This design comes from an exercise in tuning for small area on the open sky130 flow, not from production work. Where RTL was checked, it was by simulation tests only, not by an equivalence proof against the original. Function not checked in runs 1 to 3: the RTL went through the layout flow alone. No activity file was given, so power comes from the tool's default toggle rates.

[flow/run.sh]
#!/bin/bash
# synth_recipe.tcl (not shown) runs the flow's synth.tcl, then flattens the netlist and writes it again
# the make line also repeats each setting of config.mk as NAME=value (left out here)
make -C /OpenROAD-flow-scripts/flow DESIGN_CONFIG=/design/flow/config.mk WORK_HOME=/design/flow/orfs CLKGATE_MAP_FILE= SYNTH_SCRIPT=/design/flow/synth_recipe.tcl finish
[flow/design.v]
module marlin_codec (
    input  wire        clk,
    input  wire        rst,
    input  wire        rx_valid,
    input  wire [7:0]  rx_byte,
    output wire        rx_result,
    output reg  [3:0]  rx_status,
    output wire [1:0]  msg_kind,
    output wire [15:0] msg_addr,
    output wire [7:0]  msg_bytelen,
    input  wire [7:0]  msg_idx,
    output wire [15:0] msg_word,
    input  wire        tx_req_valid,
    output wire        tx_req_ready,
    input  wire [1:0]  tx_cmd,
    input  wire [15:0] tx_addr,
    input  wire [1:0]  tx_ptype,
    input  wire [31:0] tx_data,
    input  wire        tx_wide,
    input  wire        tx_signed,
    input  wire [8:0]  tx_text_len,
    output wire [7:0]  txt_idx,
    input  wire [7:0]  txt_byte,
    output wire        tx_out_valid,
    input  wire        tx_out_ready,
    output reg  [7:0]  tx_out_byte,
    output reg  [1:0]  tx_status
);
    localparam [7:0] H1     = 8'h5A;
    localparam [7:0] H2     = 8'hA5;
    localparam [7:0] OK0    = 8'h4F;
    localparam [7:0] OK1    = 8'h4B;
    localparam [3:0] ST_IDLE         = 4'd0;
    localparam [3:0] ST_ACCUM        = 4'd1;
    localparam [3:0] ST_NOISE        = 4'd2;
    localparam [3:0] ST_DROP_HEADER  = 4'd3;
    localparam [3:0] ST_DROP_LENGTH  = 4'd4;
    localparam [3:0] ST_ACK          = 4'd5;
    localparam [3:0] ST_DROP_FIELDS  = 4'd6;
    localparam [3:0] ST_DROP_COMMAND = 4'd7;
    localparam [3:0] ST_MSG          = 4'd8;
    localparam [1:0] CL_WRITE = 2'd0;    
    localparam [1:0] CL_RVAR  = 2'd1;
    localparam [1:0] CL_RREG  = 2'd2;
    localparam [1:0] CL_OTHER = 2'd3;
    localparam [1:0] TS_IDLE   = 2'd0;
    localparam [1:0] TS_SENT   = 2'd1;
    localparam [1:0] TS_NOOP   = 2'd2;
    localparam [1:0] TS_REJECT = 2'd3;
    localparam [1:0] CMD_WREG = 2'd0;
    localparam [1:0] CMD_RREG = 2'd1;
    localparam [1:0] CMD_WVAR = 2'd2;
    localparam [1:0] CMD_RVAR = 2'd3;
    localparam [1:0] P_NONE = 2'd0;
    localparam [1:0] P_BYTE = 2'd1;
    localparam [1:0] P_INT  = 2'd2;
    localparam [1:0] P_TEXT = 2'd3;
    localparam [6:0] K_OFF0 = 7'd122;
    localparam [6:0] K_OFF1 = 7'd123;
    localparam [6:0] K_OFF2 = 7'd124;
    localparam [6:0] K_OFF3 = 7'd125;
    localparam [6:0] K_OFF5 = 7'd127;
    localparam [6:0] K_BAD  = 7'd64;
    reg [6:0] rx_k;
    reg [6:0] rx_kend;     
    reg [1:0] rx_cls;      
    reg [7:0] rx_b4;       
    reg [7:0] rx_b5;       
    reg [7:0] store [0:63];
    wire msg_on  = rx_status[3];
    wire is_rvar = (rx_cls == CL_RVAR);
    wire [1:0] cls_in  = (rx_byte == 8'h80 || rx_byte == 8'h82) ? CL_WRITE :
                         (rx_byte == 8'h83) ? CL_RVAR :
                         (rx_byte == 8'h81) ? CL_RREG : CL_OTHER;
    wire [1:0] cls_now = (rx_k == K_OFF3) ? cls_in : rx_cls;
    wire [7:0] bl = is_rvar ? store[63] : rx_b5;
    wire [8:0] fit_lhs = {1'b0, bl} + {8'd0, is_rvar & bl[0]};
    wire [8:0] fit_rhs = {2'b00, rx_k} + {8'd0, !is_rvar};
    wire fit = (rx_k == (is_rvar ? 7'd0 : K_OFF5)) ? (rx_byte == 8'd0) :
               (!rx_k[6] && fit_lhs <= fit_rhs);
    wire is_ack = (rx_k == K_OFF5) && (rx_b4 == OK0) && (rx_byte == OK1);
    wire [6:0] q_rvar = rx_k - 7'd1;
    wire [5:0] widx = is_rvar ? {q_rvar[0], q_rvar[5:1]} : rx_k[5:0];
    wire       wen  = rx_valid && !rx_k[6];
    integer m;
    always @(posedge clk) begin
        for (m = 0; m < 64; m = m + 1)
            if (wen && widx == m)
                store[m] <= rx_byte;
        if (rx_valid) begin
            if (rx_k == K_OFF2) rx_kend <= rx_byte[6:0] - 7'd4;
            if (rx_k == K_OFF3) rx_cls  <= cls_in;
            if (rx_k == 7'd126) rx_b4   <= rx_byte;
            if (rx_k == K_OFF5) rx_b5   <= rx_byte;
        end
    end
    always @(posedge clk) begin
        if (rst) begin
            rx_k      <= K_OFF0;
            rx_status <= ST_IDLE;
        end else if (rx_valid) begin
            if (rx_k == K_OFF0) begin
                if (rx_byte != H1) begin
                    rx_status <= ST_NOISE;
                end else begin
                    rx_status <= ST_ACCUM;
                    rx_k      <= K_OFF1;
                end
            end else if (rx_k == K_OFF1) begin
                rx_status <= ST_ACCUM;
                rx_k      <= (rx_byte == H2) ? K_OFF2 : K_BAD;
            end else if (rx_k == K_BAD) begin
                rx_status <= ST_DROP_HEADER;
                rx_k      <= K_OFF0;
            end else if (rx_k == K_OFF2) begin
                if (rx_byte == 8'd0 || rx_byte > 8'd67) begin
                    rx_status <= ST_DROP_LENGTH;
                    rx_k      <= K_OFF0;
                end else begin
                    rx_status <= ST_ACCUM;
                    rx_k      <= K_OFF3;
                end
            end else if (rx_k == rx_kend) begin
                rx_k <= K_OFF0;
                case (cls_now)
                    CL_WRITE: rx_status <= is_ack ? ST_ACK : ST_DROP_FIELDS;
                    CL_RVAR,
                    CL_RREG:  rx_status <= fit ? ST_MSG : ST_DROP_FIELDS;
                    default:  rx_status <= ST_DROP_COMMAND;
                endcase
            end else begin
                rx_status <= ST_ACCUM;
                rx_k      <= rx_k + 7'd1;
            end
        end
    end
    assign rx_result   = msg_on;
    assign msg_kind    = msg_on ? rx_cls : 2'd0;
    assign msg_addr    = !msg_on ? 16'h0000 : is_rvar ? {rx_b4, rx_b5} : {8'h00, rx_b4};
    assign msg_bytelen = msg_on ? bl : 8'h00;
    wire [8:0] idx_cmp = is_rvar ? {msg_idx, 1'b0} : {1'b0, msg_idx};
    wire       ent_on  = msg_on && (idx_cmp < {1'b0, bl});
    wire [7:0] lo32    = store[{1'b0, msg_idx[4:0]}];
    wire [7:0] hi32    = store[{1'b1, msg_idx[4:0]}];
    wire [7:0] w_hi    = is_rvar ? lo32 : 8'h00;
    wire [7:0] w_lo    = (is_rvar || msg_idx[5]) ? hi32 : lo32;
    assign msg_word    = ent_on ? {w_hi, w_lo} : 16'h0000;
    localparam [2:0] F_WREG0 = 3'd0;    
    localparam [2:0] F_WREG1 = 3'd1;    
    localparam [2:0] F_WVAR0 = 3'd2;    
    localparam [2:0] F_BYTE  = 3'd3;    
    localparam [2:0] F_SHORT = 3'd4;    
    localparam [2:0] F_LONG  = 3'd5;    
    localparam [2:0] F_TEXT  = 3'd6;    
    reg        tx_busy;
    reg [8:0]  tx_c;         
    reg [2:0]  tx_fmt;
    reg [15:0] tx_addr_q;
    reg [31:0] tx_data_q;    
    assign tx_req_ready = !tx_busy;
    assign tx_out_valid = tx_busy;
    assign txt_idx      = tx_c[7:0];
    wire req_text    = (tx_ptype == P_TEXT);
    wire req_illegal = tx_cmd[0] ||
                       (tx_cmd == CMD_WREG && (tx_addr[15:8] != 8'h00 || req_text)) ||
                       (req_text && tx_text_len > 9'd252);
    wire req_noop    = req_text && (tx_text_len == 9'd0);
    wire req_long = tx_wide && (!tx_signed || !tx_data[31]) && (tx_data[31:16] != 16'h0000);
    reg [2:0] req_fmt;
    always @* begin
        if (tx_cmd == CMD_WREG)
            req_fmt = (tx_ptype == P_NONE) ? F_WREG0 : F_WREG1;
        else
            case (tx_ptype)
                P_NONE:  req_fmt = F_WVAR0;
                P_BYTE:  req_fmt = F_BYTE;
                P_INT:   req_fmt = req_long ? F_LONG : F_SHORT;
                default: req_fmt = F_TEXT;
            endcase
    end
    wire       wvar   = (tx_fmt != F_WREG0) && (tx_fmt != F_WREG1);
    wire [7:0] tx_n   = tx_data_q[7:0];
    wire [8:0] c_inc  = tx_c + 9'd1;
    reg [7:0] tx_len;
    always @* begin
        case (tx_fmt)
            F_WREG0: tx_len = 8'd2;
            F_WREG1,
            F_WVAR0: tx_len = 8'd3;
            F_BYTE,
            F_SHORT: tx_len = 8'd5;
            F_LONG:  tx_len = 8'd7;
            default: tx_len = tx_n + 8'd3;
        endcase
    end
    reg tx_last;
    always @* begin
        case (tx_fmt)
            F_WREG0: tx_last = (tx_c == 9'h1FE);
            F_WREG1,
            F_WVAR0: tx_last = (tx_c == 9'h1FF);
            F_BYTE,
            F_SHORT: tx_last = (tx_c == 9'd1);
            F_LONG:  tx_last = (tx_c == 9'd3);
            default: tx_last = (c_inc == {1'b0, tx_n});
        endcase
    end
    always @* begin
        if (tx_c[8]) begin
            case (tx_c[2:0])
                3'd2:    tx_out_byte = H1;
                3'd3:    tx_out_byte = H2;
                3'd4:    tx_out_byte = tx_len;
                3'd5:    tx_out_byte = {6'b100000, wvar, 1'b0};
                3'd6:    tx_out_byte = wvar ? tx_addr_q[15:8] : tx_addr_q[7:0];
                default: tx_out_byte = wvar ? tx_addr_q[7:0] : tx_data_q[7:0];
            endcase
        end else begin
            case (tx_fmt)
                F_BYTE:  tx_out_byte = tx_c[0] ? 8'h00 : tx_data_q[7:0];
                F_LONG:
                    case (tx_c[1:0])
                        2'd0:    tx_out_byte = tx_data_q[31:24];
                        2'd1:    tx_out_byte = tx_data_q[23:16];
                        2'd2:    tx_out_byte = tx_data_q[15:8];
                        default: tx_out_byte = tx_data_q[7:0];
                    endcase
                F_TEXT:  tx_out_byte = txt_byte;
                default: tx_out_byte = tx_c[0] ? tx_data_q[7:0] : tx_data_q[15:8];
            endcase
        end
    end
    wire req_go = !tx_busy && tx_req_valid && !req_illegal && !req_noop;
    always @(posedge clk) begin
        if (req_go) begin
            tx_c      <= 9'h1FA;
            tx_fmt    <= req_fmt;
            tx_addr_q <= tx_addr;
            tx_data_q <= {tx_data[31:8], req_text ? tx_text_len[7:0] : tx_data[7:0]};
        end else if (tx_busy && tx_out_ready) begin
            tx_c <= c_inc;
        end
    end
    always @(posedge clk) begin
        if (rst) begin
            tx_busy   <= 1'b0;
            tx_status <= TS_IDLE;
        end else if (!tx_busy) begin
            if (tx_req_valid) begin
                if (req_illegal)
                    tx_status <= TS_REJECT;
                else if (req_noop)
                    tx_status <= TS_NOOP;
                else
                    tx_busy <= 1'b1;
            end
        end else if (tx_out_ready && tx_last) begin
            tx_busy   <= 1'b0;
            tx_status <= TS_SENT;
        end
    end
endmodule
[flow/config.mk]
export PLATFORM = sky130hd
export DESIGN_NAME = marlin_codec
export DESIGN_NICKNAME = marlin_codec
export VERILOG_FILES = /design/flow/design.v
export SDC_FILE = /design/flow/constraint.sdc
export NUM_CORES = 4
export LEC_CHECK = 0
export CAP_MARGIN = 0
export CORE_MARGIN = 2
export CORE_UTILIZATION = 55
export CTS_BUF_LIST = sky130_fd_sc_hd__clkbuf_4
export PLACE_DENSITY = 0.6
export SLEW_MARGIN = 0
[flow/constraint.sdc]
create_clock -name core_clock -period 20.0 [get_ports {clk}]
set_input_delay 4.0000 -clock core_clock [delete_from_list [all_inputs] [get_ports {clk}]]
set_output_delay 4.0000 -clock core_clock [all_outputs]
set_load 0.01 [all_outputs]
==> flow_summary.yaml, run 1 <==
placement:
  io_buffers: 158
  placed_cell_area_sq_um: 29300
  gp_congestion: 0.927
  place_hpwl_mm: 61.3
logic_synthesis:
  synthDistinctLibCells: 90
  syn-cell-area_sq_um: 27000
  avgSynthCellArea_sq_um: 13.4
  synth_flop_cell: "edfxtp_1"
  synth_edf_count: 588
  synth.net_count: 2149
  syn_inst: 2022
  yosysWarnings: 2
  seq_area_frac_synth: 0.670
  async_reset_ff_frac: 0
  synth-seq-cells: 611
min_path:
  hold_path_class: "register to register"
  hold_start: "rx_status[0]"
worst_setup_path:
  crit_path_start: "msg_idx[4]"
  path_cells: "clkdlybuf4s50_1, buf_4, or2_1, nor2_1, buf_4, a2111oi_0, nand3_1, o32ai_1, a22oi_1, nor3b_1, clkdlybuf4s50_1"
  path_max_fanout: 28
  critPathLaunchType: "primary input"
  cp-end-kind: "output pin"
  critPathSlowestCell: "a2111oi_0"
  crit_required_ps: 16000
  cpPeakStageDelay_ps: 910
  criticalPathCategory: "primary input to output pin"
  timing.rr.start: "rx_cls[1]"
  arrival_ps: 8600
floorplanning:
  rows: 81
  die_h_um: 226
  start_util: 0.555
  die-width_um: 226
  io_pins: 159
  die_area_sq_um: 51000
  core_area_sq_um: 48700
grt:
  grt_busiest_layer: "met2"
  grt_usage: 0.379
  grt_max_degree: 74
  grt_use_met3: 0.111
  met1_usage: 0.522
  use_met2: 0.565
  overflow: 0
  grt_pass1_vias: 19600
  grt_pass1_wl_mm: 136
  grt_antenna_before_repair: 2
detailed_routing:
  finalWirelength_mm: 95.7
  vias: 20500
  post_drt_wl_per_cell_um: 31.3
  antenna_left: 0
  drtPass1Iterations: 9
  post-route-drc-count: 0
  post_drt_via_cell_ratio: 6.69
  drtIter0Drc: 3065
sta:
  fin_skew_ps: 65.1
  finalSetupTns_ps: 0
  finalCritPeriodShare: 0.630
  maxSlewHeadroom: -0.00915
  rsz0062_at_grt: "no"
  hold-worst-slack_ps: 482
  setup_viol: 0
  finalHoldViolations: 0
  drv_slew: 9
  timing.fmax_ghz: 0.0793
  worstMarginPinSlew_ps: 1510
  layout_min_cycle_time_ps: 12600
layout:
  layout_common_cells: "588 x edfxtp_1, 230 x clkbuf_4, 163 x nand2_1, 149 x clkdlybuf4s50_1, 140 x nor2_1"
  drive_above_1_share: 0.160
  stdcell_area_sq_um: 31300
  layout_commonest_cell: "edfxtp_1"
  nNetsFinal: 2408
  areaGrowthSynthToFinish_pct: 15.8
status:
  failed_checks: "max-capacitance violations, max-slew violations"
  status: "finished with violations"
clock_tree:
  clock-root-buffer: "clkbuf_4"
  cts_hold_buffers: 0
  clockBufferDepth: 3
  cts_tree: "built"
  cts.sinks: 611
  clk_latency_ps: 1070
  htree_num_levels: 4
  clk_pin_slew_ps: 70
  cts_buffers: 160
  post_cts_buffers: 0
  ctsResizeCount: 0
pwr:
  power_leakage_nw: 11.0
  peakVddDrop_mv: 0.0462
  pwr_density_cell_nw_per_um2: 88.7
job:
  max-cap-violations: 2
cell type report:
class	instances	area, sq um
clock inverters	43	235
fillers	3784	17400
flip-flops and latches	611	18100
multi-input cells	1248	8210
well taps	664	831
inverters	31	116
clock buffers	230	1730
repair buffers	229	2070
diodes	6	15.0
metal layers:
metal,vias to the layer above,part of all wire
met5,-,0
met4,0,0.039
met3,233,0.13
met2,1645,0.45
met1,10000,0.38
li1,8557,-
worst paths after layout:
path | to | slack [ps] | depth (start not counted)
setup reg to reg | store[47][1] | 15650 | 6
hold reg to reg | rx_status[0] | 480 | 2
hold / removal | rx_status[0] | 480 | 2
setup / recovery | msg_word[4] | 7400 | 11
where the power goes:
part           internal, W  total (W)  switching (W)
Clock             0.000551    0.00107       0.000518
Combinational     0.000110   0.000282       0.000172
Sequential         0.00141    0.00143      0.0000163
Total              0.00207    0.00278       0.000707
stage by stage:
| step | total power (W) | worst slack [ps] | cells | util |
|---|---|---|---|---|
| final | 0.00278 | 7400 | 3062 | 0.643 |
| after floorplan | 0.00160 | 9670 | 2022 | - |
| after global placement | 0.00173 | 7820 | 2783 | 0.602 |
| after detailed placement | 0.00173 | 7840 | 2783 | 0.602 |
| after global routing | 0.00286 | 7630 | 3058 | 0.642 |
| after CTS | 0.00278 | 7840 | 3056 | 0.642 |
state kept, by name, summed over array words and instances, names as in the netlist, 4 cells and up:
name and cells:
tx_c 9, rx_status 4, rx_b5 8, rx_k 7, tx_data_q 32, tx_addr_q 16
rx_kend 7, store 512, rx_b4 8
synthesized netlist by cell type, drive strengths merged, types with 35 or more instances:
cell type  number  area, sq um
a2111oi        41          404
a21oi          56          280
a22oi          90          676
and3          127          805
buf            62          377
clkbuf         70          267
edfxtp        588        17700
ha             35          438
nand2         163          612
nand3          60          305
nor2          154          596
nor3           40          205
cells by family after synthesis:
kind of cell               Yosys count  share of synthesized area
muxes                               45                     0.0175
buffers and inverters              163                     0.0281
adders and majority gates           35                     0.0162
and+or+nand+nor                    713                      0.137
DFF                                611                      0.670
AOI/OAI and AO/OA                  406                      0.116
xor gates and xnor gates            49                     0.0159
critical path, delay by kind of cell:
family / cells / cell delay (ps)
buffers and inverters: 4 / 1630
AO/OA/AOI/OAI: 3 / 1700
AND/OR/NAND/NOR: 4 / 1230
==> run 2: changes to the inputs <==
--- a/flow/design.v
+++ b/flow/design.v
@@ -74,10 +74,10 @@
                          (rx_byte == 8'h81) ? CL_RREG : CL_OTHER;
     wire [1:0] cls_now = (rx_k == K_OFF3) ? cls_in : rx_cls;
     wire [7:0] bl = is_rvar ? store[63] : rx_b5;
-    wire [8:0] fit_lhs = {1'b0, bl} + {8'd0, is_rvar & bl[0]};
-    wire [8:0] fit_rhs = {2'b00, rx_k} + {8'd0, !is_rvar};
+    wire [6:0] k_inc   = rx_k + 7'd1;
+    wire [6:0] fit_lim = is_rvar ? {rx_k[6:1], 1'b0} : k_inc;
     wire fit = (rx_k == (is_rvar ? 7'd0 : K_OFF5)) ? (rx_byte == 8'd0) :
-               (!rx_k[6] && fit_lhs <= fit_rhs);
+               (!rx_k[6] && bl <= {1'b0, fit_lim});
     wire is_ack = (rx_k == K_OFF5) && (rx_b4 == OK0) && (rx_byte == OK1);
     wire [6:0] q_rvar = rx_k - 7'd1;
     wire [5:0] widx = is_rvar ? {q_rvar[0], q_rvar[5:1]} : rx_k[5:0];
@@ -130,7 +130,7 @@
                 endcase
             end else begin
                 rx_status <= ST_ACCUM;
-                rx_k      <= rx_k + 7'd1;
+                rx_k      <= k_inc;
             end
         end
     end
@@ -140,11 +140,23 @@
     assign msg_bytelen = msg_on ? bl : 8'h00;
     wire [8:0] idx_cmp = is_rvar ? {msg_idx, 1'b0} : {1'b0, msg_idx};
     wire       ent_on  = msg_on && (idx_cmp < {1'b0, bl});
-    wire [7:0] lo32    = store[{1'b0, msg_idx[4:0]}];
-    wire [7:0] hi32    = store[{1'b1, msg_idx[4:0]}];
+    reg [31:0] rsel;
+    integer r;
+    always @* for (r = 0; r < 32; r = r + 1) rsel[r] = ent_on && (msg_idx[4:0] == r);
+    wire [255:0] st_lo, st_hi;
+    genvar g;
+    generate
+        for (g = 0; g < 32; g = g + 1) begin : g_st
+            assign st_lo[8 * g +: 8] = store[g];
+            assign st_hi[8 * g +: 8] = store[32 + g];
+        end
+    endgenerate
+    wire [7:0] lo32, hi32;
+    marlin_sel32 u_sel_lo (.d(st_lo), .sel(rsel), .y(lo32));
+    marlin_sel32 u_sel_hi (.d(st_hi), .sel(rsel), .y(hi32));
     wire [7:0] w_hi    = is_rvar ? lo32 : 8'h00;
     wire [7:0] w_lo    = (is_rvar || msg_idx[5]) ? hi32 : lo32;
-    assign msg_word    = ent_on ? {w_hi, w_lo} : 16'h0000;
+    assign msg_word    = {w_hi, w_lo};
     localparam [2:0] F_WREG0 = 3'd0;    
     localparam [2:0] F_WREG1 = 3'd1;    
     localparam [2:0] F_WVAR0 = 3'd2;    
@@ -260,3 +272,15 @@
         end
     end
 endmodule
+module marlin_sel32 (
+    input  wire [255:0] d,
+    input  wire [31:0]  sel,
+    output reg  [7:0]   y
+);
+    integer i;
+    always @* begin
+        y = 8'h00;
+        for (i = 0; i < 32; i = i + 1)
+            y = y | (d[8 * i +: 8] & {8{sel[i]}});
+    end
+endmodule
==> flow/flow/run.sh (new file) <==
#!/bin/bash
# Standard ORFS layout with small port buffers and a clock tree without dummy loads.
set -euo pipefail
export BUFFER_PORTS_ARGS="-buffer_cell sky130_fd_sc_hd__buf_1"
export CTS_ARGS="-sink_clustering_enable -repair_clock_nets -dont_use_dummy_load -buf_list sky130_fd_sc_hd__clkbuf_8 -sink_clustering_size 18 -sink_clustering_max_diameter 60"
bash standard.sh > standard.log 2>&1
==> flow/standard.sh (new file) <==
#!/bin/bash
# synth_recipe.tcl (not shown) runs the flow's synth.tcl, then flattens the netlist and writes it again
# the make line also repeats each setting of config.mk as NAME=value (left out here)
make -C /OpenROAD-flow-scripts/flow DESIGN_CONFIG=/design/flow/config.mk WORK_HOME=/design/flow/orfs CLKGATE_MAP_FILE= SYNTH_SCRIPT=/design/flow/synth_recipe.tcl "${@:-finish}"
==> flow/config.mk (replaced) <==
export PLATFORM = sky130hd
export DESIGN_NAME = marlin_codec
export DESIGN_NICKNAME = marlin_codec
export VERILOG_FILES = /design/flow/design.v
export SDC_FILE = /design/flow/constraint.sdc
export NUM_CORES = 4
export LEC_CHECK = 0
export CAP_MARGIN = 20
export CORE_MARGIN = 2
export CORE_UTILIZATION = 50
export PLACE_DENSITY = 0.55
export SLEW_MARGIN = 20
export SYNTH_HIERARCHICAL = 1
removed: flow/run.sh
==> flow_summary.yaml, run 2 <==
logic_synthesis:
  avgSynthCellArea_sq_um: 14.0
  yosys-top-cells-area: "edfxtp_1 68%, a22oi_1 7.6%, nand2_1 2.0%"
  syn_inst: 1865
  synth_flop_cell: "edfxtp_1"
  async_reset_ff_frac: 0
  seq_area_frac_synth: 0.693
  synthTopCellsByCount: "588 x edfxtp_1, 263 x a22oi_1, 138 x nand2_1"
  yosysTopAreaCell: "edfxtp_1"
  synth-seq-cells: 611
  yosysWarnings: 9
  syn-cell-area_sq_um: 26100
  synth_top_area_frac: 0.675
  yosysMostFrequentCell: "edfxtp_1"
  synthDistinctLibCells: 84
  synth_edf_count: 588
  synth.net_count: 1989
worst_setup_path:
  crit_required_ps: 16000
  timing.rr.start: "rx_cls[1]"
  criticalPathCategory: "primary input to output pin"
  cp-end-kind: "output pin"
  path_max_fanout: 18
  arrival_ps: 8210
  crit_path_start: "msg_idx[5]"
  critPathLaunchType: "primary input"
detailed_routing:
  finalWirelength_mm: 78.4
  wl_met1_mm: 33.2
  drtPass1Iterations: 5
  antenna_left: 0
  vias: 16900
  drtIter0Drc: 2042
  wl_met3_mm: 5.96
  dr_wl_met2_mm: 36.7
  post-route-drc-count: 0
  post_drt_wl_per_cell_um: 29.6
  top_layer: "met5"
  post_drt_via_cell_ratio: 6.40
grt:
  overflow: 0
  grt_pass1_vias: 16400
  grt_usage: 0.291
  grt_antenna_before_repair: 7
  grt_max_degree: 73
  grt_pass1_wl_mm: 114
floorplanning:
  rows: 83
  io_pins: 159
  die-width_um: 233
  core_area_sq_um: 51500
  die_h_um: 233
  start_util: 0.508
  die_area_sq_um: 54100
layout:
  nNetsFinal: 2090
  regMostFlops: "store"
  stdcell_count: 2647
  stdcell_area_sq_um: 27900
  fin_util: 0.542
  areaGrowthSynthToFinish_pct: 6.70
  drive_above_1_share: 0.0759
  layout_common_cells: "588 x edfxtp_1, 263 x a22oi_1, 149 x buf_1, 138 x nand2_1, 118 x nor2_1"
  reg.largest.list: "store x512, tx_data_q x32, tx_addr_q x16"
  layout_commonest_cell: "edfxtp_1"
  largest_register_ffs: 512
clock_tree:
  clockBufferDepth: 3
  post_cts_buffers: 0
  ctsResizeCount: 0
  cts_tree: "built"
  cts_buffers: 45
  clk_pin_slew_ps: 70
  htree_num_levels: 2
  cts_hold_buffers: 0
  clock-root-buffer: "clkbuf_8"
  clk_latency_ps: 700
  cts.sinks: 611
placement:
  placed_cell_area_sq_um: 27300
  place_hpwl_mm: 53.2
  io_buffers: 158
  gp_congestion: 0.935
  placed_cells_incl_taps: 2599
min_path:
  hold_start: "tx_status[0]"
  hold_path_class: "register to register"
sta:
  fin_skew_ps: 100
  rsz0062_at_grt: "no"
  finalSetupTns_ps: 0
  finalCritPeriodShare: 0.610
  timing.fmax_ghz: 0.0819
  worstMarginPinSlew_ps: 1160
  setup_viol: 0
  layout_min_cycle_time_ps: 12210
  maxSlewHeadroom: 0.218
  finalHoldViolations: 0
  drv_slew: 0
  hold-worst-slack_ps: 517
pwr:
  pwr_density_cell_nw_per_um2: 82.0
  power_leakage_nw: 8.72
  peakVddDrop_mv: 0.0555
status:
  status: "no timing/DRC/antenna violations"
job:
  max-cap-violations: 0
## run 2: cell count changes after synthesis, sizes merged, moves of 19 or more
cell	before	now
a2111oi	41	3
a21oi	56	37
a221oi	28	2
a22o	27	3
a22oi	90	265
and3	127	22
buf	62	85
nand2	163	138
nand3	60	28
nand4	31	75
nor2	154	120
nor3	40	14
## run 2: where the power goes
| part | switching, W | internal, W |
|---|---|---|
| logic | 0.000179 | 0.0000902 |
| clock network | 0.000381 | 0.000202 |
| registers | 0.0000233 | 0.00141 |
| total | 0.000583 | 0.00170 |
## run 2: cell families (layout without fill, tap and decap cells)
kind of cell / after synthesis / after routing / share of synthesized area
fa+ha+maj: 32 / 32 / 0.0153
xor+xnor: 43 / 43 / 0.0144
other cells: 0 / 3 / 0
mux: 37 / 37 / 0.0150
buf+inv: 174 / 273 / 0.0335
simple gates: 528 / 528 / 0.106
compound gates: 440 / 440 / 0.123
flops: 611 / 611 / 0.693
## run 2: cell type report
cell class | count | area, sq um
Inverter | 32 | 121
Clock buffer | 45 | 619
Timing Repair Buffer | 196 | 890
Sequential cell | 611 | 18100
Tap cell | 680 | 851
Antenna cell | 3 | 7.51
Multi-Input combinational cell | 1080 | 7290
Fill cell | 4313 | 23600
## run 2: per-module statistics from Yosys, one instance, submodules excluded
module	cells	flops+latches	area (sq um)	times used
marlin_sel32	200	0	1420	2
marlin_codec	1465	611	23300	1
## run 2: worst paths after layout
path | endpoint | slack, ps | cells past startpoint
worst max register to register | store[43][6] | 15870 | 7
worst min-delay path | tx_status[0] | 520 | 1
worst max-delay path | msg_word[6] | 7790 | 14
worst min register to register | tx_status[0] | 520 | 1
## run 2: through the flow
stage                     worst slack, ps  power, W
final                                7790   0.00229
after global routing                 7630   0.00237
after CTS                            7230   0.00230
after detailed placement             7240   0.00173
after global placement               7280   0.00173
after floorplan                      9130   0.00163
## run 2: routing by layer
layer,track usage,up-vias
li1,-,7496
met1,0.413,8573
met2,0.460,744
met3,0.0526,129
met4,0.0896,2
met5,0,-
## run 2: worst max-delay path, stage by stage
cell and delay, ps:
buf_1 230, nand2_1 100, nand2_1 90, ha_1 240, a211o_1 310, a211oi_1 390
a21oi_4 280, or3_1 630, nor3b_4 840, a22oi_1 310, nand4_1 270, or4_1 180
mux2_2 180, buf_1 150
==> run 3: changes to the inputs <==
==> flow/flow/run.sh (replaced) <==
#!/bin/bash
# Standard ORFS layout with small port buffers and a clock tree without dummy loads.
set -euo pipefail
export BUFFER_PORTS_ARGS="-buffer_cell sky130_fd_sc_hd__buf_1"
export CTS_ARGS="-sink_clustering_enable -repair_clock_nets -dont_use_dummy_load -buf_list sky130_fd_sc_hd__clkbuf_16 -sink_clustering_size 30 -sink_clustering_max_diameter 80"
bash standard.sh > standard.log 2>&1
==> flow_summary.yaml, run 3 <==
status:
  status: "no timing/DRC/antenna violations"
logic_synthesis:
  yosysTopAreaCell: "edfxtp_1"
  yosys.area_share.xor_xnor: 0.0144
  synth.net_count: 1989
  yosys-top-cells-area: "edfxtp_1 68%, a22oi_1 7.6%, nand2_1 2.0%"
  avgSynthCellArea_sq_um: 14.0
  synth_edf_count: 588
  synthAdderAreaFrac: 0.0153
  synth_flop_cell: "edfxtp_1"
  synth-seq-cells: 611
  syn_inst: 1865
  synthDistinctLibCells: 84
  synth_top_family_by_area: "compound AO/OA/AOI/OAI gates"
  synth-simple-area-share: 0.106
  synth_mux_area_frac: 0.0150
  synth_top_area_frac: 0.675
  synthTopCellsByCount: "588 x edfxtp_1, 263 x a22oi_1, 138 x nand2_1"
  yosysWarnings: 9
  seq_area_frac_synth: 0.693
  syn-cell-area_sq_um: 26100
  yosysMostFrequentCell: "edfxtp_1"
  async_reset_ff_frac: 0
  synth_compound_area_frac: 0.123
grt:
  grt_max_degree: 73
  grt_usage: 0.288
  overflow: 0
  grt_pass1_wl_mm: 113
  grt_antenna_before_repair: 6
  grt_pass1_vias: 16300
detailed_routing:
  post-route-drc-count: 0
  finalWirelength_mm: 78.0
  post_drt_wl_per_cell_um: 29.6
  antenna_left: 0
  vias: 17000
  drtPass1Iterations: 6
  drtIter0Drc: 2056
  post_drt_via_cell_ratio: 6.47
sta:
  drv_slew: 0
  worstMarginPinSlew_ps: 1150
  maxSlewHeadroom: 0.232
  rsz0062_at_grt: "no"
  setup_viol: 0
  hold-worst-slack_ps: 524
  finalCritPeriodShare: 0.610
  fin_skew_ps: 52.9
  timing.fmax_ghz: 0.0820
  layout_min_cycle_time_ps: 12190
  finalHoldViolations: 0
  finalSetupTns_ps: 0
layout:
  nNetsFinal: 2077
  layout_commonest_cell: "edfxtp_1"
  stdcell_area_sq_um: 28100
  regMostFlops: "store"
  areaGrowthSynthToFinish_pct: 7.33
  largest_register_ffs: 512
  reg.largest.list: "store x512, tx_data_q x32, tx_addr_q x16"
  layout_common_cells: "588 x edfxtp_1, 263 x a22oi_1, 149 x buf_1, 138 x nand2_1, 118 x nor2_1"
  register_area_sq_um: 18100
  drive_above_1_share: 0.0697
  fillers: 4290
  multi_input_area_sq_um: 7290
worst_setup_path:
  criticalPathCategory: "primary input to output pin"
  critPathLaunchType: "primary input"
  critPathSlowestCell: "nor3b_4"
  cp-end-kind: "output pin"
  arrival_ps: 8190
  crit_family: "simple AND/OR/NAND/NOR gates"
  crit_required_ps: 16000
  cp_num_buf_inv: 2
  path_max_fanout: 18
  cpPeakStageDelay_ps: 820
  path_cells: "buf_1, nand2_1, nand2_1, ha_1, a211o_1, a211oi_1, a21oi_4, or3_1, nor3b_4, a22oi_1, nand4_1, or4_1, mux2_2, buf_1"
  r2r_slack_ps: 15900
floorplanning:
  start_util: 0.508
  core_area_sq_um: 51500
  die_area_sq_um: 54100
  die_h_um: 233
  io_pins: 159
  rows: 83
  die-width_um: 233
placement:
  placed_cell_area_sq_um: 27300
  gp_congestion: 0.935
  place_hpwl_mm: 53.2
  io_buffers: 158
min_path:
  hold_path_class: "register to register"
clock_tree:
  cts_hold_buffers: 0
  clk_pin_slew_ps: 90
  ctsResizeCount: 0
  cts_tree: "built"
  clk_latency_ps: 640
  cts_buffers: 31
  clockBufferDepth: 3
  post_cts_buffers: 0
  clock-root-buffer: "clkbuf_16"
  htree_num_levels: 1
  cts.sinks: 611
pwr:
  pwr_density_cell_nw_per_um2: 83.9
  peakVddDrop_mv: 0.0725
  power_leakage_nw: 8.78
job:
  max-cap-violations: 0
[run 3: path summary, 6_finish.rpt]
path,from,endpoint,cells after the start
max,msg_idx[5],msg_word[6],14
min,tx_status[1],tx_status[1],2
max reg2reg,rx_cls[1],store[43][6],7
min reg2reg,tx_status[1],tx_status[1],2
[run 3: cells by family (layout without fill, tap and decap cells)]
logic type | Yosys count | in the layout
mux | 37 | 37
flops | 611 | 611
compound gates | 440 | 440
fa+ha+maj | 32 | 32
xor+xnor | 43 | 43
simple gates | 528 | 528
other cells | 0 | 1
buf+inv | 174 | 260
[run 3: area by class of cell]
type | instances | area share
repair buffers | 197 | 0.0322
flip-flops and latches | 611 | 0.646
diodes | 1 | 0.0000892
clock buffers | 31 | 0.0276
well taps | 680 | 0.0303
multi-input cells | 1080 | 0.260
inverters | 32 | 0.00433
[run 3: metrics by stage]
step | setup slack (ps) | utilization | instances | total power (W)
6_report | 7810 | 0.545 | 2632 | 0.00235
5_1_grt | 7630 | 0.545 | 2631 | 0.00243
4_1_cts | 7230 | 0.544 | 2630 | 0.00236
3_5_place_dp | 7240 | 0.529 | 2599 | 0.00173
3_3_place_gp | 7280 | 0.529 | 2599 | 0.00173
2_1_floorplan | 9130 | - | 1865 | 0.00163
[run 3: worst min-delay path, stage by stage (launching register included)]
cell and delay [ps]:
dfxtp_1 320, a21oi_1 110, a211oi_1 60
[run 3: Yosys stat by module (local to each module, per instance)]
| module | flip-flops and latches | cells | times used |
|---|---|---|---|
| marlin_sel32 | 0 | 200 | 2 |
| marlin_codec | 611 | 1465 | 1 |
[run 3: report_power, final]
part           internal, W  switching, W
combinational    0.0000903      0.000178
clock             0.000274      0.000375
sequential         0.00141     0.0000232
total              0.00178      0.000576
[run 3: metal layers]
layer	wire (um)	part of all wire	up-vias	global-route usage
met5	23	0.00030	-	0
met4	2210	0.028	4	0.0812
met3	5560	0.071	102	0.0401
met2	36800	0.47	753	0.460
met1	33400	0.43	8685	0.414
li1	-	-	7488	-
==> run 4: changes to the inputs <==
--- a/flow/design.v
+++ b/flow/design.v
@@ -275,12 +275,27 @@
 module marlin_sel32 (
     input  wire [255:0] d,
     input  wire [31:0]  sel,
-    output reg  [7:0]   y
+    output wire [7:0]   y
 );
-    integer i;
-    always @* begin
-        y = 8'h00;
-        for (i = 0; i < 32; i = i + 1)
-            y = y | (d[8 * i +: 8] & {8{sel[i]}});
-    end
+    genvar b, g;
+    generate
+        for (b = 0; b < 8; b = b + 1) begin : g_bit
+            wire [10:0] n;
+            for (g = 0; g < 10; g = g + 1) begin : g_grp
+                marlin_aoi222 u_aoi (
+                    .a0(d[8 * (3 * g) + b]),     .s0(sel[3 * g]),
+                    .a1(d[8 * (3 * g + 1) + b]), .s1(sel[3 * g + 1]),
+                    .a2(d[8 * (3 * g + 2) + b]), .s2(sel[3 * g + 2]),
+                    .y(n[g]));
+            end
+            assign n[10] = ~((d[8 * 30 + b] & sel[30]) | (d[8 * 31 + b] & sel[31]));
+            assign y[b] = ~&n;
+        end
+    endgenerate
 endmodule
+module marlin_aoi222 (
+    input  wire a0, s0, a1, s1, a2, s2,
+    output wire y
+);
+    assign y = ~((a0 & s0) | (a1 & s1) | (a2 & s2));
+endmodule
--- a/flow/config.mk
+++ b/flow/config.mk
@@ -7,7 +7,7 @@
 export LEC_CHECK = 0
 export CAP_MARGIN = 20
 export CORE_MARGIN = 2
-export CORE_UTILIZATION = 50
-export PLACE_DENSITY = 0.55
+export CORE_UTILIZATION = 62
+export PLACE_DENSITY = 0.68
 export SLEW_MARGIN = 20
 export SYNTH_HIERARCHICAL = 1
==> flow_summary.yaml, run 4 <==
layout:
  drive_above_1_share: 0.0808
  fillers: 2844
  layout_commonest_cell: "edfxtp_1"
  regMostFlops: "store"
  largest_register_ffs: 512
  areaGrowthSynthToFinish_pct: 7.85
  layout_common_cells: "588 x edfxtp_1, 169 x a222oi_1, 154 x nand2_1, 150 x buf_1, 118 x nor2_1"
  reg.largest.list: "store x512, tx_data_q x32, tx_addr_q x16"
  nNetsFinal: 1983
  register_area_sq_um: 18100
  stdcell_area_sq_um: 27500
  multi_input_area_sq_um: 7000
  antenna_cells: 0
sta:
  finalSetupTns_ps: 0
  layout_min_cycle_time_ps: 12320
  timing.fmax_ghz: 0.0812
  rsz0062_at_grt: "no"
  finalCritPeriodShare: 0.616
  fin_skew_ps: 57.7
  finalHoldViolations: 0
  worstMarginPinSlew_ps: 1140
  setup_viol: 0
  maxSlewHeadroom: 0.235
  drv_slew: 0
clock_tree:
  clock-root-buffer: "clkbuf_16"
  clk_pin_slew_ps: 70
  clockBufferDepth: 3
  ctsResizeCount: 0
  clk_latency_ps: 610
  cts_tree: "built"
  post_cts_buffers: 0
  cts.sinks: 611
  cts_buffers: 28
  htree_num_levels: 1
  cts_hold_buffers: 0
logic_synthesis:
  yosysWarnings: 8
  syn_inst: 1709
  synthTopCellsByCount: "588 x edfxtp_1, 169 x a222oi_1, 154 x nand2_1"
  synth_edf_count: 588
  synth.net_count: 1833
  seq_area_frac_synth: 0.710
  yosys-top-cells-area: "edfxtp_1 69%, a222oi_1 6.6%, nand2_1 2.3%"
  synth_flop_cell: "edfxtp_1"
  async_reset_ff_frac: 0
  yosysMostFrequentCell: "edfxtp_1"
  avgSynthCellArea_sq_um: 14.9
  synthDistinctLibCells: 83
  synth-seq-cells: 611
  yosysTopAreaCell: "edfxtp_1"
  synth_top_area_frac: 0.692
  syn-cell-area_sq_um: 25500
worst_setup_path:
  r2r_slack_ps: 15760
  reg2reg_to: "store[36][2]"
  critPathLaunchType: "primary input"
  path_max_fanout: 20
  arrival_ps: 8320
  criticalPathCategory: "primary input to output pin"
  crit_path_end: "msg_word[0]"
  crit_path_start: "msg_idx[3]"
  crit_required_ps: 16000
  ff2ff_path_depth: 7
  timing.rr.start: "rx_cls[1]"
  cp-end-kind: "output pin"
detailed_routing:
  wl_met1_mm: 26.8
  finalWirelength_mm: 68.6
  top_layer: "met5"
  drtPass1Iterations: 12
  post-route-drc-count: 0
  post_drt_via_cell_ratio: 7.00
  dr_wl_met2_mm: 32.5
  vias: 16700
  wl_met3_mm: 7.36
  antenna_left: 0
  drtIter0Drc: 2869
  post_drt_wl_per_cell_um: 28.7
pwr:
  pwr_density_cell_nw_per_um2: 84.0
  power_leakage_nw: 8.81
  seqPwrFrac: 0.620
  p_int_w: 0.00175
  peakVddDrop_mv: 0.0662
  totalPowerFinal_w: 0.00231
  p_clk_frac: 0.264
  switchingPower_w: 0.000558
  p_sw_frac: 0.242
  pwr-share-comb: 0.116
grt:
  grt_max_degree: 74
  grt_pass1_vias: 15600
  grt_antenna_before_repair: 3
  grt_pass1_wl_mm: 100
  grt_usage: 0.319
  overflow: 0
floorplanning:
  start_util: 0.627
  io_pins: 159
  die_h_um: 207
  core_area_sq_um: 40700
  die_area_sq_um: 42800
  rows: 74
  die-width_um: 207
status:
  status: "no timing/DRC/antenna violations"
placement:
  gp_congestion: 0.909
  place_hpwl_mm: 44.8
  io_buffers: 158
  placed_cell_area_sq_um: 26800
min_path:
  hold_path_class: "register to register"
job:
  max-cap-violations: 0
-- run 4: cell count changes after synthesis, moves of 4 or more --
| cell | change |
|---|---|
| a22oi_1 | -254 |
| clkbuf_1 | -16 |
| a222oi_1 | +160 |
| buf_2 | -22 |
| a22o_1 | +16 |
| nand2_1 | +16 |
| buf_6 | -10 |
| buf_4 | -4 |
| or4_1 | -16 |
| buf_1 | -8 |
| or4_4 | +16 |
| nand4_1 | -32 |
-- run 4: worst min-delay path by stage --
stage / startpoint / to / slack, ps / cells past startpoint
2_1_floorplan: rx_status[2] / rx_status[2] / 520 / 1
5_1_grt: rx_status[2] / rx_status[2] / 510 / 1
4_1_cts: rx_status[2] / rx_status[2] / 490 / 1
6_report: rx_status[2] / rx_status[2] / 490 / 1
3_5_place_dp: rx_status[2] / rx_status[2] / 460 / 1
3_3_place_gp: rx_status[2] / rx_status[2] / 480 / 1
-- run 4: Yosys stat by module, one instance, submodules excluded --
module         cell area [sq um]  cells inside
marlin_sel32                 313            42
marlin_codec               23300          1465
marlin_aoi222               10.0             1
-- run 4: logic make-up after synthesis --
family                   synth area share
adder cells (fa/ha/maj)            0.0157
AO/OA/AOI/OAI                       0.119
buffers and inverters              0.0209
multiplexers                       0.0154
AND/OR/NAND/NOR                     0.105
flip-flops                          0.710
XOR/XNOR                           0.0148
-- run 4: per-stage QoR --
| step | utilization | hold slack, ps | worst slack [ps] | std cells |
|---|---|---|---|---|
| after floorplan | - | 522 | 8590 | 1709 |
| final | 0.676 | 489 | 7680 | 2389 |
| after global placement | 0.658 | 485 | 7650 | 2359 |
| after CTS | 0.675 | 487 | 7540 | 2388 |
| after detailed placement | 0.658 | 464 | 7550 | 2360 |
| after global routing | 0.676 | 513 | 7550 | 2389 |
-- run 4: power by group through the flow --
stage                     sequential, W  combinational, W  clock [W]
after floorplan                 0.00145          0.000176          0
after global placement          0.00146          0.000259          0
after detailed placement        0.00146          0.000263          0
after CTS                       0.00143          0.000264   0.000613
after global routing            0.00144          0.000292   0.000655
final                           0.00143          0.000268   0.000611
-- run 4: area by class of cell --
class,count,area share
multi-input cells,984,0.254
repair buffers,202,0.0339
inverters,32,0.00441
flip-flops and latches,611,0.658
clock buffers,28,0.0254
well taps,532,0.0242
-- run 4: per-layer routing --
metal,vias to the layer above,global-route usage
li1,7284,-
met1,8299,0.456
met2,1032,0.516
met3,101,0.0518
met4,4,0.0876
met5,-,0
-- run 4: worst max-delay path: stages --
cell	delay, ps
buf_1	90
buf_4	300
nand2_1	80
nand2_1	80
ha_1	140
a211o_1	110
o221ai_1	170
a21oi_4	580
nand4b_1	300
nor2_1	70
buf_4	210
a222oi_1	820
nand4_1	340
or4_4	560
mux2_2	300
buf_1	130
==> run 5: changes to the inputs <==
--- a/flow/config.mk
+++ b/flow/config.mk
@@ -7,7 +7,7 @@
 export LEC_CHECK = 0
 export CAP_MARGIN = 20
 export CORE_MARGIN = 2
-export CORE_UTILIZATION = 62
-export PLACE_DENSITY = 0.68
+export CORE_UTILIZATION = 50
+export PLACE_DENSITY = 0.55
 export SLEW_MARGIN = 20
 export SYNTH_HIERARCHICAL = 1
==> flow_summary.yaml, run 5 <==
status:
  status: "no timing/DRC/antenna violations"
layout:
  areaGrowthSynthToFinish_pct: 9.01
  nNetsFinal: 1981
  regMostFlops: "store"
  fin_util: 0.554
  layout_common_cells: "588 x edfxtp_1, 169 x a222oi_1, 154 x nand2_1, 150 x buf_1, 117 x nor2_1"
  layout_commonest_cell: "edfxtp_1"
  drive_above_1_share: 0.0809
  largest_register_ffs: 512
  reg.largest.list: "store x512, tx_data_q x32, tx_addr_q x16"
floorplanning:
  core_area_sq_um: 50300
  die-width_um: 230
  die_h_um: 230
  io_pins: 159
  die_area_sq_um: 52900
  rows: 82
  start_util: 0.508
clock_tree:
  clock-root-buffer: "clkbuf_16"
  cts_tree: "built"
  clk_latency_ps: 580
  clockBufferDepth: 3
  post_cts_buffers: 0
  cts_hold_buffers: 0
  ctsResizeCount: 0
  clk_pin_slew_ps: 100
  cts.sinks: 611
  cts_buffers: 34
  htree_num_levels: 2
pwr:
  peakVddDrop_mv: 0.0671
  power_leakage_nw: 8.91
  totalPowerFinal_w: 0.00239
  pwr_density_cell_nw_per_um2: 85.8
logic_synthesis:
  synth-seq-cells: 611
  synthAdderAreaFrac: 0.0157
  synthTopCellsByCount: "588 x edfxtp_1, 169 x a222oi_1, 154 x nand2_1"
  synthDistinctLibCells: 83
  synth_top_area_frac: 0.692
  synth_flop_cell: "edfxtp_1"
  synth-simple-area-share: 0.105
  avgSynthCellArea_sq_um: 14.9
  synth.net_count: 1833
  yosysTopAreaCell: "edfxtp_1"
  syn-cell-area_sq_um: 25500
  yosys.area_share.xor_xnor: 0.0148
  synth_top_family_by_area: "compound AO/OA/AOI/OAI gates"
  yosys-top-cells-area: "edfxtp_1 69%, a222oi_1 6.6%, nand2_1 2.3%"
  synth_compound_area_frac: 0.119
  yosysMostFrequentCell: "edfxtp_1"
  yosysWarnings: 8
  synth_edf_count: 588
  synth_mux_area_frac: 0.0154
  seq_area_frac_synth: 0.710
  syn_inst: 1709
  async_reset_ff_frac: 0
detailed_routing:
  post_drt_wl_per_cell_um: 29.0
  vias: 16400
  antenna_left: 0
  drtIter0Drc: 2492
  drtPass1Iterations: 10
  finalWirelength_mm: 73.4
  post_drt_via_cell_ratio: 6.50
  post-route-drc-count: 0
placement:
  place_hpwl_mm: 49.0
  gp_congestion: 0.869
  io_buffers: 158
worst_setup_path:
  critPathLaunchType: "primary input"
  arrival_ps: 8440
  critPathSlowestCell: "buf_1"
  cp_num_buf_inv: 3
  cp-end-kind: "output pin"
  criticalPathCategory: "primary input to output pin"
  crit_required_ps: 16000
  path_max_fanout: 20
  crit_family: "simple AND/OR/NAND/NOR gates"
  cpPeakStageDelay_ps: 750
  path_cells: "buf_1, nand2_1, nand2_1, ha_1, a211o_1, o221ai_1, a21oi_2, buf_4, or3_1, nor3_4, a222oi_1, nand4_1, or4_4, mux2_2, buf_1"
sta:
  finalCritPeriodShare: 0.622
  drv_slew: 0
  rsz0062_at_grt: "no"
  timing.fmax_ghz: 0.0804
  finalSetupTns_ps: 0
  layout_min_cycle_time_ps: 12440
  worstMarginPinSlew_ps: 1120
  fin_skew_ps: 73.0
  finalHoldViolations: 0
  maxSlewHeadroom: 0.252
  setup_viol: 0
grt:
  grt_pass1_vias: 15900
  grt_pass1_wl_mm: 107
  overflow: 0
  grt_max_degree: 74
  grt_antenna_before_repair: 2
  grt_usage: 0.276
min_path:
  hold_path_class: "register to register"
job:
  max-cap-violations: 0
## run 5: cell count changes in the layout (fill, tap and decap cells not counted), moves of 3 or more
| cell | previous run | this run |
|---|---|---|
| buf_4 | 44 | 34 |
| nor3b_2 | 4 | 0 |
| nor3b_4 | 0 | 4 |
| nor4_4 | 4 | 1 |
| nor4_2 | 5 | 8 |
| clkbuf_16 | 28 | 34 |
## run 5: worst paths after layout
kind | start | to | slack [ps] | cells past startpoint
max reg2reg | rx_cls[1] | store[26][0] | 15670 | 8
max | msg_idx[3] | msg_word[3] | 7560 | 15
min | tx_status[0] | tx_status[0] | 510 | 1
min reg2reg | tx_status[0] | tx_status[0] | 510 | 1
## run 5: cells by family (layout without fill, tap and decap cells)
| kind of cell | after synthesis | count (layout) |
|---|---|---|
| AO/OA/AOI/OAI | 360 | 360 |
| XOR/XNOR | 43 | 43 |
| adder cells (fa/ha/maj) | 32 | 32 |
| buffers and inverters | 114 | 260 |
| flip-flops | 611 | 611 |
| multiplexers | 37 | 37 |
| other | 0 | 2 |
| AND/OR/NAND/NOR | 512 | 512 |
## run 5: cell type report
type                       count  area [sq um]
sequential                   611         18100
inverter                      32           121
clock buffer                  34           851
antenna                        2          5.00
tap                          672           841
timing repair buffer         194           881
multi-input combinational    984          7020
fill                        4164         22400
## run 5: report_power, final
part / total, W / internal [W] / switching [W] / leakage, nW
Combinational: 0.000264 / 0.0000890 / 0.000175 / 3.01
Sequential: 0.00143 / 0.00141 / 0.0000219 / 5.48
Clock: 0.000689 / 0.000305 / 0.000384 / 0.419
Total: 0.00239 / 0.00181 / 0.000581 / 8.91
## run 5: layer usage
metal  GRT usage  wire length (um)  up-vias
met1       0.391             30600     8342
met4      0.0667              1560        0
met5           0                 0        -
met3      0.0418              5840       75
met2       0.451             35300      741
li1            -                 -     7285
## run 5: Yosys stat by module (local to each module, per instance)
module	cells	flops+latches
marlin_sel32	42	0
marlin_codec	1465	611
marlin_aoi222	1	0
## run 5: stage by stage
stage	cell area [sq um]	hold WS, ps	setup WS, ps	std cells
finish	27800	508	7560	2529
global placement	26900	490	7560	2491
floorplan	25500	522	8590	1709
CTS	27800	511	7560	2525
detailed placement	26900	486	7570	2491
global route	27800	530	7280	2529
==> run 6: changes to the inputs <==
--- a/flow/design.v
+++ b/flow/design.v
@@ -62,7 +62,6 @@
     localparam [6:0] K_OFF5 = 7'd127;
     localparam [6:0] K_BAD  = 7'd64;
     reg [6:0] rx_k;
-    reg [6:0] rx_kend;     
     reg [1:0] rx_cls;      
     reg [7:0] rx_b4;       
     reg [7:0] rx_b5;       
@@ -82,13 +81,15 @@
     wire [6:0] q_rvar = rx_k - 7'd1;
     wire [5:0] widx = is_rvar ? {q_rvar[0], q_rvar[5:1]} : rx_k[5:0];
     wire       wen  = rx_valid && !rx_k[6];
+    wire       len_wen = rx_valid && (rx_k == K_OFF2);
+    wire [7:0] len_q   = is_rvar ? store[31] : store[63];
+    wire [6:0] kend    = len_q[6:0] - 7'd4;     
     integer m;
     always @(posedge clk) begin
         for (m = 0; m < 64; m = m + 1)
-            if (wen && widx == m)
+            if ((wen && widx == m) || (len_wen && (m == 31 || m == 63)))
                 store[m] <= rx_byte;
         if (rx_valid) begin
-            if (rx_k == K_OFF2) rx_kend <= rx_byte[6:0] - 7'd4;
             if (rx_k == K_OFF3) rx_cls  <= cls_in;
             if (rx_k == 7'd126) rx_b4   <= rx_byte;
             if (rx_k == K_OFF5) rx_b5   <= rx_byte;
@@ -120,7 +121,7 @@
                     rx_status <= ST_ACCUM;
                     rx_k      <= K_OFF3;
                 end
-            end else if (rx_k == rx_kend) begin
+            end else if (rx_k == kend) begin
                 rx_k <= K_OFF0;
                 case (cls_now)
                     CL_WRITE: rx_status <= is_ack ? ST_ACK : ST_DROP_FIELDS;
@@ -217,30 +218,37 @@
             default: tx_last = (c_inc == {1'b0, tx_n});
         endcase
     end
+    wire hdr     = tx_c[8];                 
+    wire is_long = (tx_fmt == F_LONG);
+    wire is_byte = (tx_fmt == F_BYTE);
+    wire is_text = (tx_fmt == F_TEXT);
+    wire p0   = hdr && (tx_c[2:0] == 3'd2);
+    wire p1   = hdr && (tx_c[2:0] == 3'd3);
+    wire p2   = hdr && (tx_c[2:0] == 3'd4);
+    wire p3   = hdr && (tx_c[2:0] == 3'd5);
+    wire p4   = hdr && (tx_c[2:0] == 3'd6);
+    wire p5   = hdr && (tx_c[2:0] == 3'd7);
+    wire pl   = !hdr && !is_text;            
+    wire s_ah = p4 && wvar;
+    wire s_al = (p4 && !wvar) || (p5 && wvar);
+    wire s_v0 = (p5 && !wvar) ||
+                (pl && (is_byte ? !tx_c[0] : is_long ? (tx_c[1:0] == 2'd3) : tx_c[0]));
+    wire s_v1 = pl && (is_long ? (tx_c[1:0] == 2'd2) : (!is_byte && !tx_c[0]));
+    wire s_v2 = pl && is_long && (tx_c[1:0] == 2'd1);
+    wire s_v3 = pl && is_long && (tx_c[1:0] == 2'd0);
+    wire s_tx = !hdr && is_text;
     always @* begin
-        if (tx_c[8]) begin
-            case (tx_c[2:0])
-                3'd2:    tx_out_byte = H1;
-                3'd3:    tx_out_byte = H2;
-                3'd4:    tx_out_byte = tx_len;
-                3'd5:    tx_out_byte = {6'b100000, wvar, 1'b0};
-                3'd6:    tx_out_byte = wvar ? tx_addr_q[15:8] : tx_addr_q[7:0];
-                default: tx_out_byte = wvar ? tx_addr_q[7:0] : tx_data_q[7:0];
-            endcase
-        end else begin
-            case (tx_fmt)
-                F_BYTE:  tx_out_byte = tx_c[0] ? 8'h00 : tx_data_q[7:0];
-                F_LONG:
-                    case (tx_c[1:0])
-                        2'd0:    tx_out_byte = tx_data_q[31:24];
-                        2'd1:    tx_out_byte = tx_data_q[23:16];
-                        2'd2:    tx_out_byte = tx_data_q[15:8];
-                        default: tx_out_byte = tx_data_q[7:0];
-                    endcase
-                F_TEXT:  tx_out_byte = txt_byte;
-                default: tx_out_byte = tx_c[0] ? tx_data_q[7:0] : tx_data_q[15:8];
-            endcase
-        end
+        tx_out_byte = ({8{p0}}   & H1) |
+                      ({8{p1}}   & H2) |
+                      ({8{p2}}   & tx_len) |
+                      ({8{p3}}   & {6'b100000, wvar, 1'b0}) |
+                      ({8{s_ah}} & tx_addr_q[15:8]) |
+                      ({8{s_al}} & tx_addr_q[7:0]) |
+                      ({8{s_v0}} & tx_data_q[7:0]) |
+                      ({8{s_v1}} & tx_data_q[15:8]) |
+                      ({8{s_v2}} & tx_data_q[23:16]) |
+                      ({8{s_v3}} & tx_data_q[31:24]) |
+                      ({8{s_tx}} & txt_byte);
     end
     wire req_go = !tx_busy && tx_req_valid && !req_illegal && !req_noop;
     always @(posedge clk) begin
==> flow/config.mk (replaced) <==
export PLATFORM = sky130hd
export DESIGN_NAME = marlin_codec
export DESIGN_NICKNAME = marlin_codec
export VERILOG_FILES = /design/flow/design.v
export SDC_FILE = /design/flow/constraint.sdc
export NUM_CORES = 4
export LEC_CHECK = 0
export CAP_MARGIN = 10
export CORE_MARGIN = 2
export CORE_UTILIZATION = 62
export PLACE_DENSITY = 0.68
export SLEW_MARGIN = 10
export SYNTH_HIERARCHICAL = 1
==> flow_summary.yaml, run 6 <==
floorplanning:
  core_area_sq_um: 39600
  rows: 73
  io_pins: 159
  die-width_um: 204
  start_util: 0.626
  die_h_um: 204
  die_area_sq_um: 41600
pwr:
  peakVddDrop_mv: 0.0966
  pwr_density_cell_nw_per_um2: 85.4
  power_leakage_nw: 8.52
logic_synthesis:
  synth_flop_cell: "edfxtp_1"
  synthTopCellsByCount: "581 x edfxtp_1, 164 x a222oi_1, 124 x nor2_1"
  synth_edf_count: 581
  yosys-top-cells-area: "edfxtp_1 70%, a222oi_1 6.6%, nor2_1 1.9%"
  syn-cell-area_sq_um: 24800
  synthDistinctLibCells: 71
  yosysTopAreaCell: "edfxtp_1"
  seq_area_frac_synth: 0.722
  yosysWarnings: 8
  avgSynthCellArea_sq_um: 15.1
  synth_top_area_frac: 0.703
  syn_inst: 1639
  synth-seq-cells: 604
  synth.net_count: 1760
  yosysMostFrequentCell: "edfxtp_1"
  async_reset_ff_frac: 0
layout:
  register_area_sq_um: 17900
  drive_above_1_share: 0.0776
  largest_register_ffs: 512
  layout_common_cells: "581 x edfxtp_1, 164 x a222oi_1, 150 x buf_1, 122 x nor2_1, 118 x nand2_1"
  areaGrowthSynthToFinish_pct: 8.71
  fillers: 2802
  reg.largest.list: "store x512, tx_data_q x32, tx_addr_q x16"
  nNetsFinal: 1928
  regMostFlops: "store"
  layout_commonest_cell: "edfxtp_1"
  multi_input_area_sq_um: 6680
  stdcell_area_sq_um: 27000
detailed_routing:
  vias: 16600
  drtIter0Drc: 2634
  post-route-drc-count: 0
  post_drt_wl_per_cell_um: 29.7
  antenna_left: 0
  finalWirelength_mm: 69.3
  drtPass1Iterations: 12
  post_drt_via_cell_ratio: 7.11
sta:
  setup_viol: 0
  finalCritPeriodShare: 0.619
  worstMarginPinSlew_ps: 1300
  finalSetupTns_ps: 0
  drv_slew: 0
  finalHoldViolations: 0
  fin_skew_ps: 67.8
  rsz0062_at_grt: "no"
  timing.fmax_ghz: 0.0807
  layout_min_cycle_time_ps: 12390
  maxSlewHeadroom: 0.130
worst_setup_path:
  cp-end-kind: "output pin"
  arrival_ps: 8390
  timing.rr.start: "rx_cls[1]"
  criticalPathCategory: "primary input to output pin"
  crit_required_ps: 16000
  path_max_fanout: 17
  ff2ff_path_depth: 8
  reg2reg_to: "store[36][1]"
  critPathLaunchType: "primary input"
  r2r_slack_ps: 15010
clock_tree:
  ctsResizeCount: 0
  post_cts_buffers: 0
  cts_tree: "built"
  clk_latency_ps: 620
  cts.sinks: 604
  clockBufferDepth: 3
  htree_num_levels: 1
  cts_buffers: 28
  clk_pin_slew_ps: 90
  clock-root-buffer: "clkbuf_16"
  cts_hold_buffers: 0
placement:
  place_hpwl_mm: 47.5
  io_buffers: 158
  placed_cell_area_sq_um: 26200
  gp_congestion: 0.925
grt:
  grt_max_degree: 73
  grt_pass1_vias: 15300
  overflow: 0
  grt_pass1_wl_mm: 101
  grt_usage: 0.330
  grt_antenna_before_repair: 2
min_path:
  hold_end: "tx_status[1]"
  hold_path_class: "register to register"
  min_path_cells: 2
  hold_start: "tx_status[1]"
job:
  max-cap-violations: 0
status:
  status: "no timing/DRC/antenna violations"
[run 6: cell count changes after synthesis, sizes merged, moves of 8 or more]
| cell | previous run | this run |
|---|---|---|
| nor3 | 14 | 36 |
| nand4 | 43 | 51 |
| a221o | 0 | 11 |
| buf | 41 | 16 |
| a31oi | 17 | 6 |
| nand2 | 154 | 118 |
[run 6: worst max-delay path, stage by stage]
cell and delay, ps:
buf_1 390, nand2_1 90, nand2_1 90, ha_1 220
o311a_1 110, o21a_1 160, o21a_1 180, o2111a_2 430
or3_1 580, nor3_2 1070, a222oi_1 290, nand4_1 210
or4_4 150, and2_1 210, buf_1 190
[run 6: kinds of logic (layout without fill, tap and decap cells)]
| kind of cell | after synthesis | in the layout | synth area share |
|---|---|---|---|
| multiplexers | 32 | 32 | 0.0137 |
| AO/OA/AOI/OAI | 343 | 343 | 0.117 |
| AND/OR/NAND/NOR | 500 | 500 | 0.104 |
| XOR/XNOR | 38 | 38 | 0.0134 |
| flip-flops | 604 | 604 | 0.722 |
| adder cells (fa/ha/maj) | 29 | 29 | 0.0146 |
| other | 0 | 2 | 0 |
| buffers and inverters | 93 | 259 | 0.0160 |
[run 6: final cells by class]
cell class              count  share of cell area
inverters                  32             0.00445
clock buffers              28              0.0260
flip-flops and latches    604               0.664
diodes                      2            0.000186
multi-input cells         942               0.247
well taps                 525              0.0244
repair buffers            199              0.0337
[run 6: metal layers]
layer  part of all wire  vias to the layer above  global-route usage  routed length [um]
met2               0.47                     1061               0.521               32600
li1                   -                     7112                   -                   -
met4              0.031                        0              0.0937                2130
met3               0.11                      104              0.0509                7540
met1               0.39                     8306               0.486               27000
met5                  0                        -                   0                   0
[run 6: worst max path at each step]
| stage | start | endpoint | slack, ps | cells after the start |
|---|---|---|---|---|
| finish | msg_idx[0] | msg_word[15] | 7610 | 15 |
| CTS | msg_idx[0] | msg_word[15] | 7760 | 15 |
| floorplan | msg_idx[2] | msg_word[0] | 8480 | 14 |
| global placement | msg_idx[4] | msg_word[10] | 7750 | 16 |
| detailed placement | msg_idx[0] | msg_word[15] | 7760 | 15 |
| global route | msg_idx[0] | msg_word[15] | 7560 | 15 |
[run 6: per-stage QoR]
| stage | std cells | setup slack [ps] | total power [W] | util | hold WS (ps) |
|---|---|---|---|---|---|
| 3_3_place_gp | 2300 | 7750 | 0.00171 | 0.662 | 456 |
| 2_1_floorplan | 1639 | 8480 | 0.00162 | - | 498 |
| 5_1_grt | 2331 | 7560 | 0.00237 | 0.680 | 524 |
| 3_5_place_dp | 2301 | 7760 | 0.00172 | 0.662 | 474 |
| 6_report | 2332 | 7610 | 0.00230 | 0.680 | 489 |
| 4_1_cts | 2329 | 7760 | 0.00230 | 0.680 | 490 |
[run 6: modules after synthesis, one instance, submodules excluded]
module,area (sq um),cells inside,copies in the design,flip-flops and latches
marlin_codec,22600,1395,1,604
marlin_aoi222,10.0,1,160,0
marlin_sel32,313,42,2,0
[run 6: power breakdown]
group	total (W)	switching [W]	internal, W	leakage, nW
Combinational	0.000262	0.000170	0.0000923	2.76
Sequential	0.00143	0.0000352	0.00140	5.42
Clock	0.000607	0.000358	0.000249	0.345
==> run 7: changes to the inputs <==
--- a/flow/config.mk
+++ b/flow/config.mk
@@ -8,6 +8,6 @@
 export CAP_MARGIN = 10
 export CORE_MARGIN = 2
 export CORE_UTILIZATION = 62
-export PLACE_DENSITY = 0.68
+export PLACE_DENSITY = 0.75
 export SLEW_MARGIN = 10
 export SYNTH_HIERARCHICAL = 1
==> flow_summary.yaml, run 7 <==
status:
  status: "no timing/DRC/antenna violations"
worst_setup_path:
  crit_path_start: "msg_idx[0]"
  critPathLaunchType: "primary input"
  cp-end-kind: "output pin"
  path_max_fanout: 17
  timing.rr.start: "rx_cls[0]"
  r2r_slack_ps: 14780
  crit_required_ps: 16000
  criticalPathCategory: "primary input to output pin"
layout:
  largest_register_ffs: 512
  register_area_sq_um: 17900
  fin_util: 0.679
  reg.largest.list: "store x512, tx_data_q x32, tx_addr_q x16"
  areaGrowthSynthToFinish_pct: 8.45
  multi_input_area_sq_um: 6670
  nNetsFinal: 1923
  layout_commonest_cell: "edfxtp_1"
  fillers: 2748
  drive_above_1_share: 0.0739
  regMostFlops: "store"
logic_synthesis:
  syn_inst: 1639
  synth_edf_count: 581
  avgSynthCellArea_sq_um: 15.1
  yosysMostFrequentCell: "edfxtp_1"
  yosysWarnings: 8
  seq_area_frac_synth: 0.722
  synth_flop_cell: "edfxtp_1"
  synth.net_count: 1760
grt:
  grt_pass1_vias: 15700
  overflow: 0
  grt_pass1_wl_mm: 99.4
  grt_max_degree: 73
  grt_usage: 0.323
  grt_antenna_before_repair: 1
clock_tree:
  cts.sinks: 604
  cts_hold_buffers: 0
  clockBufferDepth: 3
  cts_buffers: 27
  ctsResizeCount: 0
  clock-root-buffer: "clkbuf_16"
  clk_pin_slew_ps: 90
sta:
  rsz0062_at_grt: "no"
  finalCritPeriodShare: 0.614
  finalHoldViolations: 0
  timing.fmax_ghz: 0.0815
  finalSetupTns_ps: 0
  setup_viol: 0
  setup_ws_ps: 7730
  worstMarginPinSlew_ps: 1170
  drv_slew: 0
  maxSlewHeadroom: 0.215
  layout_min_cycle_time_ps: 12270
pwr:
  p_int_w: 0.00173
  power_leakage_nw: 8.48
  switchingPower_w: 0.000557
  peakVddDrop_mv: 0.0974
  p_clk_frac: 0.260
  pwr_density_cell_nw_per_um2: 85.0
  seqPwrFrac: 0.627
job:
  max-cap-violations: 0
floorplanning:
  start_util: 0.626
  die_h_um: 204
  core_area_sq_um: 39600
detailed_routing:
  post_drt_wl_per_cell_um: 28.9
  post_drt_via_cell_ratio: 7.13
  drtPass1Iterations: 10
  post-route-drc-count: 0
  finalWirelength_mm: 67.1
placement:
  gp_congestion: 0.999
  dp_slack_ps: 7810
  place_hpwl_mm: 46.4
run 7: final cells by class:
| cell class | count | share of cell area |
|---|---|---|
| Multi-Input combinational cell | 942 | 0.248 |
| Sequential cell | 604 | 0.665 |
| Antenna cell | 1 | 0.0000930 |
| Timing Repair Buffer | 195 | 0.0327 |
| Clock buffer | 27 | 0.0251 |
| Inverter | 32 | 0.00446 |
| Tap cell | 525 | 0.0244 |
run 7: worst paths after layout:
check,end,cells past startpoint
setup / recovery,msg_word[6],15
setup reg to reg,store[63][3],6
hold / removal,tx_status[0],1
hold reg to reg,tx_status[0],1
run 7: critical path, cell delays in order:
cell	delay, ps
buf_1	420
nand2_1	100
nand2_1	90
ha_1	230
o311a_1	110
o21a_1	170
o21a_1	180
o2111a_2	420
or3_1	570
nor3_2	960
a222oi_1	260
nand4_1	200
or4_4	170
mux2_2	210
buf_1	170
run 7: power by group through the flow:
stage          combinational (W)  clock [W]  sequential (W)
2_1_floorplan           0.000181          0         0.00144
3_3_place_gp            0.000248          0         0.00146
3_5_place_dp            0.000253          0         0.00146
4_1_cts                 0.000255   0.000597         0.00143
5_1_grt                 0.000284   0.000634         0.00144
6_report                0.000259   0.000595         0.00143
run 7: modules after synthesis (local to each module, per instance):
module | cell area (sq um) | flops+latches | cells | copies in the design
marlin_aoi222 | 10.0 | 0 | 1 | 160
marlin_codec | 22600 | 604 | 1395 | 1
marlin_sel32 | 313 | 0 | 42 | 2
run 7: logic make-up after synthesis:
| family | count (synthesis) | synth area share |
|---|---|---|
| adder cells (fa/ha/maj) | 29 | 0.0146 |
| AND/OR/NAND/NOR | 500 | 0.104 |
| AO/OA/AOI/OAI | 343 | 0.117 |
| flip-flops | 604 | 0.722 |
| multiplexers | 32 | 0.0137 |
| buffers and inverters | 93 | 0.0160 |
| XOR/XNOR | 38 | 0.0134 |
run 7: layer usage:
metal  vias to the layer above  part of all wire  wire, um  track usage
li1                       7118                 -         -            -
met1                      8225              0.39     26300        0.462
met2                      1093              0.47     31200        0.510
met3                       151             0.098      6550       0.0442
met4                         0             0.046      3080        0.127
met5                         -                 0         0            0
run 7: stage by stage:
| step | cell area, sq um | std cells | total power (W) |
|---|---|---|---|
| 2_1_floorplan | 24800 | 1639 | 0.00162 |
| 3_3_place_gp | 26200 | 2297 | 0.00171 |
| 3_5_place_dp | 26200 | 2297 | 0.00171 |
| 4_1_cts | 26900 | 2324 | 0.00228 |
| 5_1_grt | 26900 | 2326 | 0.00235 |
| 6_report | 26900 | 2326 | 0.00229 |

Re-timed with assumed drivers on the ports (clkbuf_16 on the clock, buf_2 on other inputs), run 7 has 7.691 ns of setup slack against 7.729 ns with ideal ports, and 7.691 ns once port delays also move by the mid clock arrival of 0.641 ns.
